From an optimization exercise on the open Yosys and OpenROAD flow, aimed at small area, a short achievable clock period and few clock cycles; shortcuts taken in it are not production practice. The RTL was checked by simulation tests, not by an equivalence proof against the original design.

==> inputs of 03-28 <==
// cbs_rtb
module cbs_rtb (
    input  wire          clk,
    input  wire          rst,
    input  wire          h_valid,
    input  wire [31:0]   h_data,
    output wire          ready,
    output reg           r_valid,
    output reg  [31:0]   r_data,
    input  wire          p_valid,
    input  wire [7:0]    p_data,
    input  wire          tick,
    output wire [31:0]   period_out,
    output wire [31:0]   duty_out
);
    localparam [31:0] TICK_STEP = 32'h3C23D70A;   
    localparam [10:0] NOMINAL   = 11'd1000;
    localparam [31:0] NOM_F     = 32'h447A0000;   
    localparam [7:0] OP_AVAIL = 8'h01, OP_FLUSH = 8'h02, OP_PEEK = 8'h03,
                     OP_REFS  = 8'h10, OP_SETC  = 8'h11, OP_RDREG = 8'h20;
    reg [7:0]  fmem [0:15];
    reg [3:0]  wc, rc;
    reg [4:0]  ic, cc;
    reg        synced, err_ill, err_corr, err_duty;
    reg [31:0] tsc, tols, st, tss;
    reg [10:0] pcorr, period, duty;
    reg [31:0] amp, freq, phase, start;
    reg [1:0]  hp_k;          
    reg        hp_setc;       
    reg        hp_ok;         
    reg [31:0] hp_op1;        
    reg        rdy;
    reg        pend;          
    assign ready      = rdy;
    assign period_out = {21'd0, period};
    assign duty_out   = {21'd0, duty};
    reg [17:1] v;             
  ...
clock: 25.0 ns
lec_check: 0
abc_area: 1
cap_margin: 20
core_margin: 2
core_utilization: 40
place_density: 0.6
slew_margin: 20
synth_memory_max_bits: 65536
run.sh (not shown) runs the stock make flow with config.mk's settings and CLKGATE_MAP_FILE= SYNTH_SCRIPT=/design/flow/synth_recipe.tcl, a recipe that flattens the netlist after the stock synthesis.
==> inputs of 07-27, as changes to 03-28 <==
--- a/flow/design.v
+++ b/flow/design.v
@@ -157,15 +157,14 @@
         endcase
     end
     always @(posedge clk) y <= yc;
 endmodule
 module fp_sin3 (
     input  wire        clk,
     input  wire [31:0] th,
-    input  wire        ld,
     output reg  [31:0] s
 );
     wire [7:0]  et = th[30:23];
     wire [47:0] p;
     cmul_inv2pi u_cm (.a({1'b1, th[22:0]}), .p(p));
     reg  [25:0] r_p;         
     reg         r_st;        
@@ -205,19 +204,17 @@
         q_n <= &r_et;
         q_z <= r_z;
     end
     wire [8:0]  j = q_k[8] ? (9'd256 - {1'b0, q_k[7:0]}) : {1'b0, q_k[7:0]};
     wire [31:0] mag;
     sin_table u_tab (.j(j), .y(mag));
     always @(posedge clk) begin
-        if (ld) begin
-            if (q_n)      s <= 32'h7FC00000;
-            else if (q_z) s <= {q_s, 31'd0};
-            else          s <= {q_s ^ q_k[9], mag[30:0]};
-        end
+        if (q_n)      s <= 32'h7FC00000;
+        else if (q_z) s <= {q_s, 31'd0};
+        else          s <= {q_s ^ q_k[9], mag[30:0]};
     end
 endmodule
 module fp_duty2 (
     input  wire        clk,
     input  wire [31:0] o,
     input  wire [10:0] per,
     output reg  [10:0] duty,
@@ -349,25 +346,35 @@
         if (d > 8'd26) al = 27'd1;
         else
             for (i = 0; i < 5; i = i + 1)
                 if (d[i]) al = (al >> (1 << i)) | {26'd0, |(al & ((27'd1 << (1 << i)) - 27'd1))};
     end
     reg [27:0] r_sum;
     reg [7:0]  r_e;
-    reg        r_z;
+    reg        r_z, r_s, r_f;
     always @(posedge clk) begin
         r_sum <= {2'b01, x[22:0], 3'b000} + {1'b0, al};
         r_e   <= x[30:23];
         r_z   <= (x[30:23] == 8'd0);
+        r_s   <= x[31];
+        r_f   <= (x[22:0] != 23'd0);
     end
     wire [26:0] nm  = r_sum[27] ? {r_sum[27:2], r_sum[1] | r_sum[0]} : r_sum[26:0];
     wire [7:0]  e   = r_e + {7'd0, r_sum[27]};
     wire        inc = nm[2] & (nm[1] | nm[0] | nm[3]);
     wire [30:0] mag = {e, nm[25:3]} + {30'd0, inc};
-    assign y = r_z ? 32'h3C23D70A : {1'b0, mag};
+    assign y = r_z ? 32'h3C23D70A :
+               (&r_e) ? (r_f ? 32'h7FC00000 : {r_s, 8'hFF, 23'd0}) :
+               {1'b0, mag};
+endmodule
+module fp_inc_hard (
+    input  wire [31:0] x,
+    output wire        hard
+);
+    assign hard = (x[30:23] != 8'd0) && !(&x[30:23]) && (x[31] || x[30:23] < 8'd120);
 endmodule
 module mul24 (input wire [23:0] a, input wire [23:0] b, output wire [47:0] p);
     wire neg1 = b[1];
     wire one2 = b[0]^1'b0;
     wire two3 = (b[1]&~b[0]&~1'b0)|(~b[1]&b[0]&1'b0);
     wire pp4 = ((one2&a[0])|(two3&1'b0))^neg1;
     wire pp5 = ((one2&a[1])|(two3&a[0]))^neg1;
@@ -2027,26 +2034,39 @@
     reg        rs_on;
     reg [4:0]  rs_n;
     wire [10:0] per_n = synced ? pcorr : NOMINAL;
     wire [31:0] da = per_n[10] ? {1'b0, 8'd135, per_n[9:0], 13'd0}
                                : {1'b0, 8'd134, per_n[8:0], 14'd0};
     wire amp_pos = !amp[31] && (amp[30:0] != 31'd0) &&
                    !((amp[30:23] == 8'hFF) && (amp[22:0] != 23'd0));
+    wire hard_s, hard_a;
+    fp_inc_hard u_hs (.x(st_s), .hard(hard_s));
+    fp_inc_hard u_ha (.x(st),   .hard(hard_a));
+    reg        pinc;          
+    reg        pv1;           
+    reg [1:0]  so_st;         
+    reg        so_arch;       
+    wire so_need_s = synced && hard_s && !pinc && !eng_wait;
+    wire so_need_a = (lag != 4'd0) && hard_a;
+    wire so_req    = so_need_s || so_need_a;
+    wire so_go     = so_req && (so_st == 2'd0) && (v[7:1] == 7'd0) &&
+                     (!rs_on || (rs_n == 5'd0 && lag != 4'd0));
     wire eng_en = !rs_on || (rs_n >= 5'd13);
-    wire issue  = eng_en && !eng_wait && !ph && (ocnt != 4'd10);
-    wire cu_go  = (lag != 4'd0) && ph;                  
+    wire issue  = eng_en && !eng_wait && !ph && (ocnt != 4'd10) && !so_req &&
+                  (so_st == 2'd0);
+    wire cu_go  = (lag != 4'd0) && ph && !hard_a;       
     wire [31:0] inc_y, tss_y, add_y, mul_y, sin_y, add_c, mul_c;
-    fpa2 u_inc (.clk(clk), .a(ph ? st : st_s), .b(TICK_STEP), .yc(inc_y), .y());
+    fp_incp2 u_inc (.clk(clk), .x(ph ? st : st_s), .y(inc_y));
     fp_incp2 u_inct (.clk(clk), .x(tss), .y(tss_y));
     reg  [31:0] xa, xb, ya, yb;
     reg         ld_amp;       
     fpa2 u_add (.clk(clk), .a(xa), .b(xb), .yc(add_c), .y(add_y));
     fpm3 u_mul (.clk(clk), .a(ya), .b(yb), .yc(mul_c), .y(mul_y));
     wire        k_go = !k_ok && (kv == 3'd0) && !rs_on && ld_amp && !v[4] && !v[13];
-    fp_sin3 u_sin (.clk(clk), .th(add_y), .ld(v[11]), .s(sin_y));
+    fp_sin3 u_sin (.clk(clk), .th(add_y), .s(sin_y));
     wire [10:0] dd;
     wire        dn;
     fp_duty2 u_duty (.clk(clk), .o(mul_y), .per(per_n), .duty(dd), .nan(dn));
     wire [11:0] dres = amp_pos ? {dn, dd} : 12'd0;
     wire [1:0]  div_cls;
     wire [31:0] div_q;
     fp_qdiv u_div (.clk(clk), .start(rs_on && rs_n == 5'd3), .a(tss), .b(add_y),
@@ -2084,14 +2104,21 @@
             2'd2: pc_new = 11'd1100;
             default: pc_new = pcorr;
         endcase
     end
     wire [31:0] da_new = pc_new[10] ? {1'b0, 8'd135, pc_new[9:0], 13'd0}
                                     : {1'b0, 8'd134, pc_new[8:0], 14'd0};
     wire        rs_last = rs_on && (rs_n == 5'd21);
+    wire        rs_load = rs_on && (rs_n == 5'd0) && (lag == 4'd0) && (so_st == 2'd0);
+    wire [31:0] xa_n = rs_load ? tols :
+                       so_go   ? (so_need_a ? st : st_s) :
+                       v[1]    ? ((synced && !pv1) ? inc_y : st_s) : mul_c;
+    wire [31:0] xb_n = rs_load ? {~kk[31], kk[30:0]} :
+                       so_go   ? TICK_STEP :
+                       v[1]    ? {~start[31], start[30:0]} : phase;
     wire        h_acc = h_valid && rdy;
     wire        t_acc = tick && rdy;
     wire [7:0]  opc   = h_data[31:24];
     wire [23:0] arg   = h_data[23:0];
     wire        first_multi = h_acc && hp_k == 2'd0 && (opc == OP_REFS || opc == OP_SETC);
     wire        do1     = h_acc && hp_k == 2'd0 && !first_multi;    
     wire        do_refs = h_acc && hp_k == 2'd1 && !hp_setc;
@@ -2151,16 +2178,17 @@
     wire        commit = (pend && q_here) || (tick && rdy && q_here);
     wire [11:0] cres   = q_any ? qm[rp] : dres;
     wire        qpush  = v[17] && !(commit && !q_any);
     wire [3:0]  acnt_n0 = acnt + {3'd0, v[17]};
     wire [3:0]  acnt_n1 = q_any ? acnt + {3'd0, v[17]} - 4'd1 : acnt;
     wire [3:0]  ocnt_n0 = ocnt + {3'd0, issue};
     wire [3:0]  ocnt_n1 = ocnt + {3'd0, issue} - 4'd1;
-    wire [3:0]  lag_n0  = lag - {3'd0, cu};
-    wire [3:0]  lag_n1  = lag - {3'd0, cu} + {3'd0, synced};
+    wire        so_dec  = (so_st == 2'd3) && so_arch;
+    wire [3:0]  lag_n0  = lag - {3'd0, cu} - {3'd0, so_dec};
+    wire [3:0]  lag_n1  = lag - {3'd0, cu} - {3'd0, so_dec} + {3'd0, synced};
     wire [3:0]  wp_i    = (wp == 4'd9) ? 4'd0 : wp + 4'd1;
     wire [3:0]  rp_i    = (rp == 4'd9) ? 4'd0 : rp + 4'd1;
     wire [3:0]  wp_n0   = v[17] ? wp_i : wp;
     wire [3:0]  wp_n1   = (v[17] && q_any) ? wp_i : wp;
     wire [3:0]  rp_n1   = q_any ? rp_i : rp;
     always @(posedge clk) begin
         if (qpush) qm[wp] <= dres;
@@ -2175,30 +2203,41 @@
             amp <= 32'd0; freq <= 32'd0; phase <= 32'd0; start <= 32'd0;
             hp_k <= 2'd0; hp_setc <= 1'b0; hp_ok <= 1'b0;
             rdy <= 1'b1; pend <= 1'b0;
             r_valid <= 1'b0; r_data <= 32'd0;
             v <= 17'd0; ph <= 1'b0; eng_wait <= 1'b1; k_ok <= 1'b0; kv <= 3'd0;
             ocnt <= 4'd0; acnt <= 4'd0; wp <= 4'd0; rp <= 4'd0;
             lag <= 4'd0; cu <= 1'b0; setc_wait <= 1'b0; rd_wait <= 1'b0;
+            pinc <= 1'b0; pv1 <= 1'b0; so_st <= 2'd0;
             rs_on <= 1'b0; rs_n <= 5'd0;
         end else begin
             r_valid <= 1'b0;
             wc <= wc1;
             ic <= ic1;
             v  <= {v[16:1], issue};
-            ph <= (rs_on && rs_n == 5'd0 && lag == 4'd0) ? 1'b0 : ~ph;    
-            if (v[1] && synced) st_s <= inc_y;
+            ph <= rs_load ? 1'b0 : ~ph;    
+            if (v[1] && synced && !pv1) st_s <= inc_y;
+            pv1 <= issue && pinc;
+            if (issue) pinc <= 1'b0;
+            case (so_st)
+                2'd0: if (so_go) begin
+                    so_arch <= so_need_a;
+                    so_st <= 2'd1;
+                end
+                2'd1: so_st <= 2'd2;
+                2'd2: so_st <= 2'd3;
+                default: begin
+                    if (so_arch) begin st <= add_y; tss <= tss_y; end
+                    else if (!eng_wait) begin st_s <= add_y; pinc <= 1'b1; end
+                    so_st <= 2'd0;
+                end
+            endcase
             kv <= {kv[2:1], k_go};
-            if (v[1]) begin
-                xa <= synced ? inc_y : st_s;
-                xb <= {~start[31], start[30:0]};
-            end else if (v[6]) begin
-                xa <= mul_c;
-                xb <= phase;
-            end
+            xa <= xa_n;
+            xb <= xb_n;
             ld_amp <= 1'b0;
             if (v[3]) begin
                 ya <= freq; yb <= add_c;
             end else if (v[12]) begin
                 ya <= kv[3] ? mul_y : kk;    
                 yb <= sin_y;
             end else if (rs_on && !rs_last) begin
@@ -2210,15 +2249,15 @@
             if (kv[3]) begin kk <= mul_y; k_ok <= 1'b1; end
             cu <= cu_go;
             if (cu) begin
                 st  <= inc_y;
                 tss <= tss_y;
             end
             lag <= commit ? lag_n1 : lag_n0;
-            if (eng_wait && lag == 4'd0 && (!rs_on || rs_n >= 5'd12)) begin
+            if (eng_wait && lag == 4'd0 && so_st == 2'd0 && (!rs_on || rs_n >= 5'd12)) begin
                 eng_wait <= 1'b0;
                 st_s <= st;
                 if (setc_wait) begin
                     setc_wait <= 1'b0;
                     start <= st;
                     r_valid <= 1'b1;
                     r_data <= 32'd0;
@@ -2243,14 +2282,15 @@
             end else if (t_acc) begin
                 pend <= 1'b1;
                 rdy <= 1'b0;
             end
             if (v[12] && !k_ok && !kv[3]) begin
                 v <= 17'd0; ocnt <= 4'd0; acnt <= 4'd0; wp <= 4'd0; rp <= 4'd0;
                 eng_wait <= 1'b1; kv <= 3'd0; ld_amp <= 1'b0;
+                pinc <= 1'b0;
             end
             if (h_acc) begin
                 if (hp_k == 2'd0) begin
                     hp_ok <= (arg == 24'd0);
                     if (opc == OP_REFS) begin hp_k <= 2'd1; hp_setc <= 1'b0; end
                     else if (opc == OP_SETC) begin hp_k <= 2'd3; hp_setc <= 1'b1; end
                 end else begin
@@ -2295,14 +2335,15 @@
                 end else begin
                     amp <= r_data; freq <= hp_op1; phase <= h_data;
                     ld_amp <= 1'b0;
                     setc_wait <= 1'b1;
                     rdy <= 1'b0;
                     v <= 17'd0; ocnt <= 4'd0; acnt <= 4'd0; wp <= 4'd0; rp <= 4'd0;
                     eng_wait <= 1'b1; k_ok <= 1'b0; kv <= 3'd0;
+                    pinc <= 1'b0;
                 end
             end
             if (do_refs) begin
                 if (!hp_ok) begin
                     err_ill <= 1'b1;
                     r_valid <= 1'b1;
                     r_data  <= 32'd0;
@@ -2311,28 +2352,31 @@
                     tss <= 32'd0;
                     synced <= 1'b1;
                     ld_amp <= 1'b0;
                     r_valid <= 1'b1;
                     r_data  <= 32'd0;
                     v <= 17'd0; ocnt <= 4'd0; acnt <= 4'd0; wp <= 4'd0; rp <= 4'd0;
                     eng_wait <= 1'b1; k_ok <= 1'b0; kv <= 3'd0;
+                    pinc <= 1'b0;
                 end else begin
-                    xa <= h_data;
-                    xb <= {~tols[31], tols[30:0]};
+                    kk <= tols;
                     tols <= h_data;
                     rs_on <= 1'b1;
                     rs_n <= 5'd0;
                     rdy <= 1'b0;
                     v <= 17'd0; ocnt <= 4'd0; acnt <= 4'd0; wp <= 4'd0; rp <= 4'd0;
                     eng_wait <= 1'b1; k_ok <= 1'b0; kv <= 3'd0;
+                    pinc <= 1'b0;
                 end
             end
             if (rs_on) begin
-                if (rs_n != 5'd0 || lag == 4'd0)
+                if (rs_n != 5'd0)
                     rs_n <= rs_n + 5'd1;
+                else if (rs_load)
+                    rs_n <= 5'd1;
                 if (rs_last) begin
                     pcorr <= pc_new;
                     if (div_cls == 2'd3) err_corr <= 1'b1;
                     tss <= 32'd0;
                     r_valid <= 1'b1;
                     r_data <= 32'd0;
                     rdy <= 1'b1;
==> reports/qor.txt <==
Syn avg cell area - 7.18 sq um
Placed Instances - 19900
Via-to-Cell Ratio - 5.85
Area share of the largest cell type after synthesis - 15.1%
CTS buffer count - 166
Status - finished clean
DRT met1 WL - 204000 microns
the above is filed under 03-28

==> reports/qor.txt <==
DRT met1 WL - 210000 microns
DRC Markers - 0
Status - finished clean
Placed Instances - 18900
CTS buffer count - 165
Syn avg cell area - 7.31 sq um
Synth cell types - 95
the above is filed under 07-27

Testbench counts of 03-28, summed over its fixed seeds: cycles 28,818.
Testbench counts of 07-27, summed over its fixed seeds: cycles 28,818.


==> build 86 <==
cbs_rtb, a different RTL version from the one above (not shown whole).
Settings: LEC_CHECK=0, ABC_AREA=1, CAP_MARGIN=35, CORE_MARGIN=2, CORE_UTILIZATION=40, PLACE_DENSITY=0.6, SLEW_MARGIN=20, SYNTH_MEMORY_MAX_BITS=65536; clock period 25.0 ns.
==> inputs of trial 84, as changes to build 86 <==
--- a/flow/design.v
+++ b/flow/design.v
@@ -278,13 +278,16 @@
 module fp_qdiv (
     input  wire        clk,
     input  wire        start,
     input  wire [31:0] a,
     input  wire [31:0] b,
     output reg  [1:0]  cls,
-    output wire [31:0] q
+    output wire [31:0] q,
+    input  wire        keep,
+    input  wire [31:0] hd,
+    output wire [31:0] ho
 );
     wire a_zero = (a[30:23] == 8'd0);
     wire b_e0   = (b[30:23] == 8'd0);
     wire b_e1   = (&b[30:23]);
     wire b_zero = b_e0 && (b[22:0] == 23'd0);
     wire b_nan  = b_e1 && (b[22:0] != 23'd0);
@@ -316,13 +319,18 @@
     wire [23:0] rr = g1 ? (g2 ? s3[23:0] : s2[23:0]) : (g2 ? s1[23:0] : {r[22:0], 1'b0});
     wire [24:0] r2 = {rr, 1'b0};
     wire        stk = qq[0] | (r != 25'd0);
     wire        inc = qq[1] & (stk | qq[2]);
     wire [24:0] m   = {1'b0, qq[25:2]} + {24'd0, inc};
     assign q = m[24] ? {1'b0, e + 8'd1, 23'd0} : {1'b0, e, m[22:0]};
+    assign ho = {e, dv};
     always @(posedge clk) begin
+        if (keep) begin
+            e   <= hd[31:24];
+            dv  <= hd[23:0];
+        end
         if (start) begin
             cls <= c0;
             r   <= a_lt ? {ma, 1'b0} : {1'b0, ma};
             dv  <= mb;
             dv3 <= {2'b00, mb} + {1'b0, mb, 1'b0};
             e   <= de[7:0] + (a_lt ? 8'd126 : 8'd127);
@@ -2007,13 +2015,13 @@
     reg [31:0] tsc, tols, st, tss;
     reg [10:0] pcorr, period, duty;
     reg [31:0] amp, freq, phase, start;
     reg [1:0]  hp_k;          
     reg        hp_setc;       
     reg        hp_ok;         
-    reg [31:0] hp_op1;        
+    wire [31:0] hp_op1;
     reg        rdy;
     reg        pend;          
     assign ready      = rdy;
     assign period_out = {21'd0, period};
     assign duty_out   = {21'd0, duty};
     reg [17:1] v;             
@@ -2035,12 +2043,13 @@
     reg [4:0]  rs_n;
     wire [10:0] per_n = synced ? pcorr : NOMINAL;
     wire [31:0] da = per_n[10] ? {1'b0, 8'd135, per_n[9:0], 13'd0}
                                : {1'b0, 8'd134, per_n[8:0], 14'd0};
     wire amp_pos = !amp[31] && (amp[30:0] != 31'd0) &&
                    !((amp[30:23] == 8'hFF) && (amp[22:0] != 23'd0));
+    wire        h_acc = h_valid && rdy;
     wire hard_s, hard_a;
     fp_inc_hard u_hs (.x(st_s), .hard(hard_s));
     fp_inc_hard u_ha (.x(st),   .hard(hard_a));
     reg        pinc;          
     reg        pv1;           
     reg [1:0]  so_st;         
@@ -2067,36 +2076,32 @@
     wire        dn;
     fp_duty2 u_duty (.clk(clk), .o(mul_y), .per(per_n), .duty(dd), .nan(dn));
     wire [11:0] dres = amp_pos ? {dn, dd} : 12'd0;
     wire [1:0]  div_cls;
     wire [31:0] div_q;
     fp_qdiv u_div (.clk(clk), .start(rs_on && rs_n == 5'd3), .a(tss), .b(add_y),
-                   .cls(div_cls), .q(div_q));
+                   .cls(div_cls), .q(div_q),
+                   .keep(h_acc && hp_k == 2'd2), .hd(h_data), .ho(hp_op1));
     function automatic [10:0] corr_clamp(input [31:0] q);
-        reg [32:0] x2;
-        reg [32:0] r;
+        reg [12:0] x2;      
+        reg [11:0] r;       
         begin
-            if (q[31] || q[30:23] == 0)
+            case (q[25:23])
+                3'd6:    x2 = {4'd0, 1'b1, q[22:15]};       
+                3'd7:    x2 = {3'd0, 1'b1, q[22:14]};       
+                3'd0:    x2 = {2'd0, 1'b1, q[22:13]};       
+                3'd1:    x2 = {1'd0, 1'b1, q[22:12]};       
+                default: x2 = {1'b1, q[22:11]};             
+            endcase
+            r = (x2 + 13'd1) >> 1;
+            if (r < 12'd900)
                 corr_clamp = 11'd900;
-            else if (q[30:23] >= 8'd159)
+            else if (r > 12'd1100)
                 corr_clamp = 11'd1100;
-            else begin
-                if (q[30:23] >= 8'd149)
-                    x2 = {9'd0, 1'b1, q[22:0]} << (q[30:23] - 8'd149);
-                else if (8'd149 - q[30:23] >= 8'd24)
-                    x2 = 33'd0;
-                else
-                    x2 = {9'd0, 1'b1, q[22:0]} >> (8'd149 - q[30:23]);
-                r = (x2 + 33'd1) >> 1;
-                if (r < 33'd900)
-                    corr_clamp = 11'd900;
-                else if (r > 33'd1100)
-                    corr_clamp = 11'd1100;
-                else
-                    corr_clamp = r[10:0];
-            end
+            else
+                corr_clamp = r[10:0];
         end
     endfunction
     reg  [10:0] pc_new;
     always @(*) begin
         case (div_cls)
             2'd0: pc_new = corr_clamp(mul_y);
@@ -2112,13 +2117,12 @@
     wire [31:0] xa_n = rs_load ? tols :
                        so_go   ? (so_need_a ? st : st_s) :
                        v[1]    ? ((synced && !pv1) ? inc_y : st_s) : mul_c;
     wire [31:0] xb_n = rs_load ? {~kk[31], kk[30:0]} :
                        so_go   ? TICK_STEP :
                        v[1]    ? {~start[31], start[30:0]} : phase;
-    wire        h_acc = h_valid && rdy;
     wire        t_acc = tick && rdy;
     wire [7:0]  opc   = h_data[31:24];
     wire [23:0] arg   = h_data[23:0];
     wire        first_multi = h_acc && hp_k == 2'd0 && (opc == OP_REFS || opc == OP_SETC);
     wire        do1     = h_acc && hp_k == 2'd0 && !first_multi;    
     wire        do_refs = h_acc && hp_k == 2'd1 && !hp_setc;
@@ -2179,13 +2183,13 @@
     wire [11:0] cres   = q_any ? qm[rp] : dres;
     wire        qpush  = v[17] && !(commit && !q_any);
     wire [3:0]  acnt_n0 = acnt + {3'd0, v[17]};
     wire [3:0]  acnt_n1 = q_any ? acnt + {3'd0, v[17]} - 4'd1 : acnt;
     wire [3:0]  ocnt_n0 = ocnt + {3'd0, issue};
     wire [3:0]  ocnt_n1 = ocnt + {3'd0, issue} - 4'd1;
-    wire        so_dec  = (so_st == 2'd2) && so_arch;
+    wire        so_dec  = (so_st == 2'd3) && so_arch;
     wire [3:0]  lag_n0  = lag - {3'd0, cu} - {3'd0, so_dec};
     wire [3:0]  lag_n1  = lag - {3'd0, cu} - {3'd0, so_dec} + {3'd0, synced};
     wire [3:0]  wp_i    = (wp == 4'd9) ? 4'd0 : wp + 4'd1;
     wire [3:0]  rp_i    = (rp == 4'd9) ? 4'd0 : rp + 4'd1;
     wire [3:0]  wp_n0   = v[17] ? wp_i : wp;
     wire [3:0]  wp_n1   = (v[17] && q_any) ? wp_i : wp;
@@ -2221,15 +2225,16 @@
             case (so_st)
                 2'd0: if (so_go) begin
                     so_arch <= so_need_a;
                     so_st <= 2'd1;
                 end
                 2'd1: so_st <= 2'd2;
+                2'd2: so_st <= 2'd3;
                 default: begin
-                    if (so_arch) begin st <= add_c; tss <= tss_y; end
-                    else begin st_s <= add_c; pinc <= 1'b1; end
+                    if (so_arch) begin st <= add_y; tss <= tss_y; end
+                    else if (!eng_wait) begin st_s <= add_y; pinc <= 1'b1; end
                     so_st <= 2'd0;
                 end
             endcase
             kv <= {kv[2:1], k_go};
             xa <= xa_n;
             xb <= xb_n;
@@ -2282,23 +2287,22 @@
                 pend <= 1'b1;
                 rdy <= 1'b0;
             end
             if (v[12] && !k_ok && !kv[3]) begin
                 v <= 17'd0; ocnt <= 4'd0; acnt <= 4'd0; wp <= 4'd0; rp <= 4'd0;
                 eng_wait <= 1'b1; kv <= 3'd0; ld_amp <= 1'b0;
-                pinc <= 1'b0; if (!so_arch) so_st <= 2'd0;
+                pinc <= 1'b0;
             end
             if (h_acc) begin
                 if (hp_k == 2'd0) begin
                     hp_ok <= (arg == 24'd0);
                     if (opc == OP_REFS) begin hp_k <= 2'd1; hp_setc <= 1'b0; end
                     else if (opc == OP_SETC) begin hp_k <= 2'd3; hp_setc <= 1'b1; end
                 end else begin
                     hp_k <= hp_k - 2'd1;
                     if (hp_k == 2'd3) r_data <= h_data;    
-                    if (hp_k == 2'd2) hp_op1 <= h_data;
                 end
             end
             if (do1) begin
                 r_valid <= 1'b1;
                 r_data  <= 32'd0;
                 case (opc)
@@ -2331,17 +2335,27 @@
                     err_ill <= 1'b1;
                     r_valid <= 1'b1;
                     r_data  <= 32'd0;
                 end else begin
                     amp <= r_data; freq <= hp_op1; phase <= h_data;
                     ld_amp <= 1'b0;
-                    setc_wait <= 1'b1;
-                    rdy <= 1'b0;
                     v <= 17'd0; ocnt <= 4'd0; acnt <= 4'd0; wp <= 4'd0; rp <= 4'd0;
-                    eng_wait <= 1'b1; k_ok <= 1'b0; kv <= 3'd0;
-                    pinc <= 1'b0; if (!so_arch) so_st <= 2'd0;
+                    k_ok <= 1'b0; kv <= 3'd0;
+                    pinc <= 1'b0;
+                    if (lag == 4'd0 && so_st == 2'd0 && !so_go) begin
+                        start <= st;
+                        st_s <= st;
+                        eng_wait <= 1'b0;
+                        ph <= 1'b0;              
+                        r_valid <= 1'b1;
+                        r_data <= 32'd0;
+                    end else begin
+                        setc_wait <= 1'b1;
+                        rdy <= 1'b0;
+                        eng_wait <= 1'b1;
+                    end
                 end
             end
             if (do_refs) begin
                 if (!hp_ok) begin
                     err_ill <= 1'b1;
                     r_valid <= 1'b1;
@@ -2352,22 +2366,22 @@
                     synced <= 1'b1;
                     ld_amp <= 1'b0;
                     r_valid <= 1'b1;
                     r_data  <= 32'd0;
                     v <= 17'd0; ocnt <= 4'd0; acnt <= 4'd0; wp <= 4'd0; rp <= 4'd0;
                     eng_wait <= 1'b1; k_ok <= 1'b0; kv <= 3'd0;
-                    pinc <= 1'b0; if (!so_arch) so_st <= 2'd0;
+                    pinc <= 1'b0;
                 end else begin
                     kk <= tols;
                     tols <= h_data;
                     rs_on <= 1'b1;
                     rs_n <= 5'd0;
                     rdy <= 1'b0;
                     v <= 17'd0; ocnt <= 4'd0; acnt <= 4'd0; wp <= 4'd0; rp <= 4'd0;
                     eng_wait <= 1'b1; k_ok <= 1'b0; kv <= 3'd0;
-                    pinc <= 1'b0; if (!so_arch) so_st <= 2'd0;
+                    pinc <= 1'b0;
                 end
             end
             if (rs_on) begin
                 if (rs_n != 5'd0)
                     rs_n <= rs_n + 5'd1;
                 else if (rs_load)
==> flow/flow/run.sh (new file) <==
#!/bin/bash
# The standard layout (the standard.sh: standard synthesis, then ORFS to
# finish), with the port buffers that placement inserts taken as buf_2 cells
# rather than the resizer's default pick, and timing repair asked to leave
# 18.3 ns of setup slack at the design's 25 ns clock (repair_timing
# -setup_margin), so that it also shortens paths that already meet it.
set -euo pipefail
export BUFFER_PORTS_ARGS="-buffer_cell sky130_fd_sc_hd__buf_2"
export SETUP_SLACK_MARGIN=18.3
bash standard.sh > standard.log 2>&1
==> flow/standard.sh (new file) <==
#!/bin/bash
# synth_recipe.tcl (not shown) runs the flow's synth.tcl, then flattens the netlist and writes it again
# the make line also repeats each setting of config.mk as NAME=value (left out here)
make -C /OpenROAD-flow-scripts/flow DESIGN_CONFIG=/design/flow/config.mk WORK_HOME=/design/flow/orfs CLKGATE_MAP_FILE= SYNTH_SCRIPT=/design/flow/synth_recipe.tcl "${@:-finish}"
==> flow/config.mk (replaced) <==
export PLATFORM = sky130hd
export DESIGN_NAME = cbs_rtb
export DESIGN_NICKNAME = cbs_rtb
export VERILOG_FILES = /design/flow/design.v
export SDC_FILE = /design/flow/constraint.sdc
export NUM_CORES = 8
export LEC_CHECK = 0
export ABC_AREA = 1
export CAP_MARGIN = 10
export CORE_MARGIN = 2
export CORE_UTILIZATION = 40
export PLACE_DENSITY = 0.6
export SLEW_MARGIN = 0
export SYNTH_MEMORY_MAX_BITS = 65536
removed: flow/run.sh
==> inputs of build 22, as changes to build 86 <==
--- a/flow/design.v
+++ b/flow/design.v
@@ -278,13 +278,16 @@
 module fp_qdiv (
     input  wire        clk,
     input  wire        start,
     input  wire [31:0] a,
     input  wire [31:0] b,
     output reg  [1:0]  cls,
-    output wire [31:0] q
+    output wire [31:0] q,
+    input  wire        keep,
+    input  wire [31:0] hd,
+    output wire [31:0] ho
 );
     wire a_zero = (a[30:23] == 8'd0);
     wire b_e0   = (b[30:23] == 8'd0);
     wire b_e1   = (&b[30:23]);
     wire b_zero = b_e0 && (b[22:0] == 23'd0);
     wire b_nan  = b_e1 && (b[22:0] != 23'd0);
@@ -316,13 +319,18 @@
     wire [23:0] rr = g1 ? (g2 ? s3[23:0] : s2[23:0]) : (g2 ? s1[23:0] : {r[22:0], 1'b0});
     wire [24:0] r2 = {rr, 1'b0};
     wire        stk = qq[0] | (r != 25'd0);
     wire        inc = qq[1] & (stk | qq[2]);
     wire [24:0] m   = {1'b0, qq[25:2]} + {24'd0, inc};
     assign q = m[24] ? {1'b0, e + 8'd1, 23'd0} : {1'b0, e, m[22:0]};
+    assign ho = {e, dv};
     always @(posedge clk) begin
+        if (keep) begin
+            e   <= hd[31:24];
+            dv  <= hd[23:0];
+        end
         if (start) begin
             cls <= c0;
             r   <= a_lt ? {ma, 1'b0} : {1'b0, ma};
             dv  <= mb;
             dv3 <= {2'b00, mb} + {1'b0, mb, 1'b0};
             e   <= de[7:0] + (a_lt ? 8'd126 : 8'd127);
@@ -2007,13 +2015,13 @@
     reg [31:0] tsc, tols, st, tss;
     reg [10:0] pcorr, period, duty;
     reg [31:0] amp, freq, phase, start;
     reg [1:0]  hp_k;          
     reg        hp_setc;       
     reg        hp_ok;         
-    reg [31:0] hp_op1;        
+    wire [31:0] hp_op1;
     reg        rdy;
     reg        pend;          
     assign ready      = rdy;
     assign period_out = {21'd0, period};
     assign duty_out   = {21'd0, duty};
     reg [17:1] v;             
@@ -2035,12 +2043,13 @@
     reg [4:0]  rs_n;
     wire [10:0] per_n = synced ? pcorr : NOMINAL;
     wire [31:0] da = per_n[10] ? {1'b0, 8'd135, per_n[9:0], 13'd0}
                                : {1'b0, 8'd134, per_n[8:0], 14'd0};
     wire amp_pos = !amp[31] && (amp[30:0] != 31'd0) &&
                    !((amp[30:23] == 8'hFF) && (amp[22:0] != 23'd0));
+    wire        h_acc = h_valid && rdy;
     wire hard_s, hard_a;
     fp_inc_hard u_hs (.x(st_s), .hard(hard_s));
     fp_inc_hard u_ha (.x(st),   .hard(hard_a));
     reg        pinc;          
     reg        pv1;           
     reg [1:0]  so_st;         
@@ -2067,36 +2076,32 @@
     wire        dn;
     fp_duty2 u_duty (.clk(clk), .o(mul_y), .per(per_n), .duty(dd), .nan(dn));
     wire [11:0] dres = amp_pos ? {dn, dd} : 12'd0;
     wire [1:0]  div_cls;
     wire [31:0] div_q;
     fp_qdiv u_div (.clk(clk), .start(rs_on && rs_n == 5'd3), .a(tss), .b(add_y),
-                   .cls(div_cls), .q(div_q));
+                   .cls(div_cls), .q(div_q),
+                   .keep(h_acc && hp_k == 2'd2), .hd(h_data), .ho(hp_op1));
     function automatic [10:0] corr_clamp(input [31:0] q);
-        reg [32:0] x2;
-        reg [32:0] r;
+        reg [12:0] x2;      
+        reg [11:0] r;       
         begin
-            if (q[31] || q[30:23] == 0)
+            case (q[25:23])
+                3'd6:    x2 = {4'd0, 1'b1, q[22:15]};       
+                3'd7:    x2 = {3'd0, 1'b1, q[22:14]};       
+                3'd0:    x2 = {2'd0, 1'b1, q[22:13]};       
+                3'd1:    x2 = {1'd0, 1'b1, q[22:12]};       
+                default: x2 = {1'b1, q[22:11]};             
+            endcase
+            r = (x2 + 13'd1) >> 1;
+            if (r < 12'd900)
                 corr_clamp = 11'd900;
-            else if (q[30:23] >= 8'd159)
+            else if (r > 12'd1100)
                 corr_clamp = 11'd1100;
-            else begin
-                if (q[30:23] >= 8'd149)
-                    x2 = {9'd0, 1'b1, q[22:0]} << (q[30:23] - 8'd149);
-                else if (8'd149 - q[30:23] >= 8'd24)
-                    x2 = 33'd0;
-                else
-                    x2 = {9'd0, 1'b1, q[22:0]} >> (8'd149 - q[30:23]);
-                r = (x2 + 33'd1) >> 1;
-                if (r < 33'd900)
-                    corr_clamp = 11'd900;
-                else if (r > 33'd1100)
-                    corr_clamp = 11'd1100;
-                else
-                    corr_clamp = r[10:0];
-            end
+            else
+                corr_clamp = r[10:0];
         end
     endfunction
     reg  [10:0] pc_new;
     always @(*) begin
         case (div_cls)
             2'd0: pc_new = corr_clamp(mul_y);
@@ -2112,13 +2117,12 @@
     wire [31:0] xa_n = rs_load ? tols :
                        so_go   ? (so_need_a ? st : st_s) :
                        v[1]    ? ((synced && !pv1) ? inc_y : st_s) : mul_c;
     wire [31:0] xb_n = rs_load ? {~kk[31], kk[30:0]} :
                        so_go   ? TICK_STEP :
                        v[1]    ? {~start[31], start[30:0]} : phase;
-    wire        h_acc = h_valid && rdy;
     wire        t_acc = tick && rdy;
     wire [7:0]  opc   = h_data[31:24];
     wire [23:0] arg   = h_data[23:0];
     wire        first_multi = h_acc && hp_k == 2'd0 && (opc == OP_REFS || opc == OP_SETC);
     wire        do1     = h_acc && hp_k == 2'd0 && !first_multi;    
     wire        do_refs = h_acc && hp_k == 2'd1 && !hp_setc;
@@ -2179,13 +2183,13 @@
     wire [11:0] cres   = q_any ? qm[rp] : dres;
     wire        qpush  = v[17] && !(commit && !q_any);
     wire [3:0]  acnt_n0 = acnt + {3'd0, v[17]};
     wire [3:0]  acnt_n1 = q_any ? acnt + {3'd0, v[17]} - 4'd1 : acnt;
     wire [3:0]  ocnt_n0 = ocnt + {3'd0, issue};
     wire [3:0]  ocnt_n1 = ocnt + {3'd0, issue} - 4'd1;
-    wire        so_dec  = (so_st == 2'd2) && so_arch;
+    wire        so_dec  = (so_st == 2'd3) && so_arch;
     wire [3:0]  lag_n0  = lag - {3'd0, cu} - {3'd0, so_dec};
     wire [3:0]  lag_n1  = lag - {3'd0, cu} - {3'd0, so_dec} + {3'd0, synced};
     wire [3:0]  wp_i    = (wp == 4'd9) ? 4'd0 : wp + 4'd1;
     wire [3:0]  rp_i    = (rp == 4'd9) ? 4'd0 : rp + 4'd1;
     wire [3:0]  wp_n0   = v[17] ? wp_i : wp;
     wire [3:0]  wp_n1   = (v[17] && q_any) ? wp_i : wp;
@@ -2221,15 +2225,16 @@
             case (so_st)
                 2'd0: if (so_go) begin
                     so_arch <= so_need_a;
                     so_st <= 2'd1;
                 end
                 2'd1: so_st <= 2'd2;
+                2'd2: so_st <= 2'd3;
                 default: begin
-                    if (so_arch) begin st <= add_c; tss <= tss_y; end
-                    else begin st_s <= add_c; pinc <= 1'b1; end
+                    if (so_arch) begin st <= add_y; tss <= tss_y; end
+                    else if (!eng_wait) begin st_s <= add_y; pinc <= 1'b1; end
                     so_st <= 2'd0;
                 end
             endcase
             kv <= {kv[2:1], k_go};
             xa <= xa_n;
             xb <= xb_n;
@@ -2282,23 +2287,22 @@
                 pend <= 1'b1;
                 rdy <= 1'b0;
             end
             if (v[12] && !k_ok && !kv[3]) begin
                 v <= 17'd0; ocnt <= 4'd0; acnt <= 4'd0; wp <= 4'd0; rp <= 4'd0;
                 eng_wait <= 1'b1; kv <= 3'd0; ld_amp <= 1'b0;
-                pinc <= 1'b0; if (!so_arch) so_st <= 2'd0;
+                pinc <= 1'b0;
             end
             if (h_acc) begin
                 if (hp_k == 2'd0) begin
                     hp_ok <= (arg == 24'd0);
                     if (opc == OP_REFS) begin hp_k <= 2'd1; hp_setc <= 1'b0; end
                     else if (opc == OP_SETC) begin hp_k <= 2'd3; hp_setc <= 1'b1; end
                 end else begin
                     hp_k <= hp_k - 2'd1;
                     if (hp_k == 2'd3) r_data <= h_data;    
-                    if (hp_k == 2'd2) hp_op1 <= h_data;
                 end
             end
             if (do1) begin
                 r_valid <= 1'b1;
                 r_data  <= 32'd0;
                 case (opc)
@@ -2335,13 +2339,13 @@
                     amp <= r_data; freq <= hp_op1; phase <= h_data;
                     ld_amp <= 1'b0;
                     setc_wait <= 1'b1;
                     rdy <= 1'b0;
                     v <= 17'd0; ocnt <= 4'd0; acnt <= 4'd0; wp <= 4'd0; rp <= 4'd0;
                     eng_wait <= 1'b1; k_ok <= 1'b0; kv <= 3'd0;
-                    pinc <= 1'b0; if (!so_arch) so_st <= 2'd0;
+                    pinc <= 1'b0;
                 end
             end
             if (do_refs) begin
                 if (!hp_ok) begin
                     err_ill <= 1'b1;
                     r_valid <= 1'b1;
@@ -2352,22 +2356,22 @@
                     synced <= 1'b1;
                     ld_amp <= 1'b0;
                     r_valid <= 1'b1;
                     r_data  <= 32'd0;
                     v <= 17'd0; ocnt <= 4'd0; acnt <= 4'd0; wp <= 4'd0; rp <= 4'd0;
                     eng_wait <= 1'b1; k_ok <= 1'b0; kv <= 3'd0;
-                    pinc <= 1'b0; if (!so_arch) so_st <= 2'd0;
+                    pinc <= 1'b0;
                 end else begin
                     kk <= tols;
                     tols <= h_data;
                     rs_on <= 1'b1;
                     rs_n <= 5'd0;
                     rdy <= 1'b0;
                     v <= 17'd0; ocnt <= 4'd0; acnt <= 4'd0; wp <= 4'd0; rp <= 4'd0;
                     eng_wait <= 1'b1; k_ok <= 1'b0; kv <= 3'd0;
-                    pinc <= 1'b0; if (!so_arch) so_st <= 2'd0;
+                    pinc <= 1'b0;
                 end
             end
             if (rs_on) begin
                 if (rs_n != 5'd0)
                     rs_n <= rs_n + 5'd1;
                 else if (rs_load)
==> flow/flow/run.sh (new file) <==
#!/bin/bash
# The standard layout (the standard.sh: standard synthesis, then ORFS to
# finish), with the port buffers that placement inserts taken as buf_2 cells
# rather than the resizer's default pick.
set -euo pipefail
export BUFFER_PORTS_ARGS="-buffer_cell sky130_fd_sc_hd__buf_2"
bash standard.sh > standard.log 2>&1
==> flow/standard.sh (new file) <==
#!/bin/bash
# synth_recipe.tcl (not shown) runs the flow's synth.tcl, then flattens the netlist and writes it again
# the make line also repeats each setting of config.mk as NAME=value (left out here)
make -C /OpenROAD-flow-scripts/flow DESIGN_CONFIG=/design/flow/config.mk WORK_HOME=/design/flow/orfs CLKGATE_MAP_FILE= SYNTH_SCRIPT=/design/flow/synth_recipe.tcl "${@:-finish}"
==> flow/config.mk (replaced) <==
export PLATFORM = sky130hd
export DESIGN_NAME = cbs_rtb
export DESIGN_NICKNAME = cbs_rtb
export VERILOG_FILES = /design/flow/design.v
export SDC_FILE = /design/flow/constraint.sdc
export NUM_CORES = 8
export LEC_CHECK = 0
export ABC_AREA = 1
export CAP_MARGIN = 30
export CORE_MARGIN = 2
export CORE_UTILIZATION = 40
export PLACE_DENSITY = 0.6
export SLEW_MARGIN = 20
export SYNTH_MEMORY_MAX_BITS = 65536
removed: flow/run.sh
==> inputs of build 6, as changes to build 86 <==
==> flow/config.mk (replaced) <==
export PLATFORM = sky130hd
export DESIGN_NAME = cbs_rtb
export DESIGN_NICKNAME = cbs_rtb
export VERILOG_FILES = /design/flow/design.v
export SDC_FILE = /design/flow/constraint.sdc
export NUM_CORES = 8
export LEC_CHECK = 0
export ABC_AREA = 1
export CAP_MARGIN = 20
export CORE_MARGIN = 2
export CORE_UTILIZATION = 40
export PLACE_DENSITY = 0.6
export SLEW_MARGIN = 20
export SYNTH_MEMORY_MAX_BITS = 65536
==> comparison <==
Build 86 ran to the end with no violations. Build 22 finished with timing, DRC and antenna clean. Build 6 produced a clean layout. Trial 84 ran to the end with no violations. The lowest non-clock buffer count belongs to build 6, the highest to trial 84. Of build 22 and build 6, build 22 has the higher utilization (gap 0.13 points). The highest final cell count belongs to build 86, the lowest to build 22. Between trial 84 and build 86, the lower via count is in trial 84 (gap 1.0%, measured against build 86). Global-route usage: build 6 < build 86 < trial 84 < build 22. Against build 6, the worst setup slack of build 86 is better by 0.092 ns. Sequential share of layout area, lowest first: trial 84, build 86, build 22, build 6.
Testbench counts of build 86, summed over its fixed seeds: cycles 28,818.
Testbench counts of trial 84, summed over its fixed seeds: cycles 28,725.
Testbench counts of build 22, summed over its fixed seeds: cycles 28,818.
Testbench counts of build 6, summed over its fixed seeds: cycles 28,818.

-- afterwards: timing with drivers on the ports --
The results above use ideal ports. As a check the final layouts listed here were re-extracted and re-timed, cells and wires unchanged. Step 1: set_driving_cell puts a clkbuf_16 on clk and a buf_2 on each other input, an assumption about the parent block. Step 2 times the ports against the registers' clock, not the clock port: input delays grow and output delays shrink by t, the midpoint of the rising clock arrivals with the driver on. a / b / c = ideal / step 1 / step 2; a / b = the first two.
run | t (ns) | slack for setup (ns) | worst hold slack (ns) | worst register clock-pin slew, ns
03-28 | 1.002 | 16.796 / 16.820 / 15.818 | 0.324 / 0.324 / 0.324 | 0.08 / 0.08
07-27 | 0.968 | 16.384 / 16.480 / 15.512 | 0.300 / 0.300 / 0.300 | 0.07 / 0.07
build 86 | 0.954 | 16.452 / 16.538 / 15.584 | 0.325 / 0.325 / 0.325 | 0.07 / 0.07
trial 84 | 0.956 | 18.315 / 18.216 / 17.408 | 0.324 / 0.324 / 0.324 | 0.08 / 0.08
build 22 | 0.999 | 17.034 / 17.109 / 16.110 | 0.319 / 0.319 / 0.319 | 0.07 / 0.07
build 6 | 0.958 | 16.360 / 16.440 / 15.482 | 0.326 / 0.326 / 0.326 | 0.07 / 0.07
After both steps setup and hold are still met in every run listed. For 03-28, which loses most, drivers alone change the setup slack by +0.024 ns; drivers and shift together by -0.978 ns.
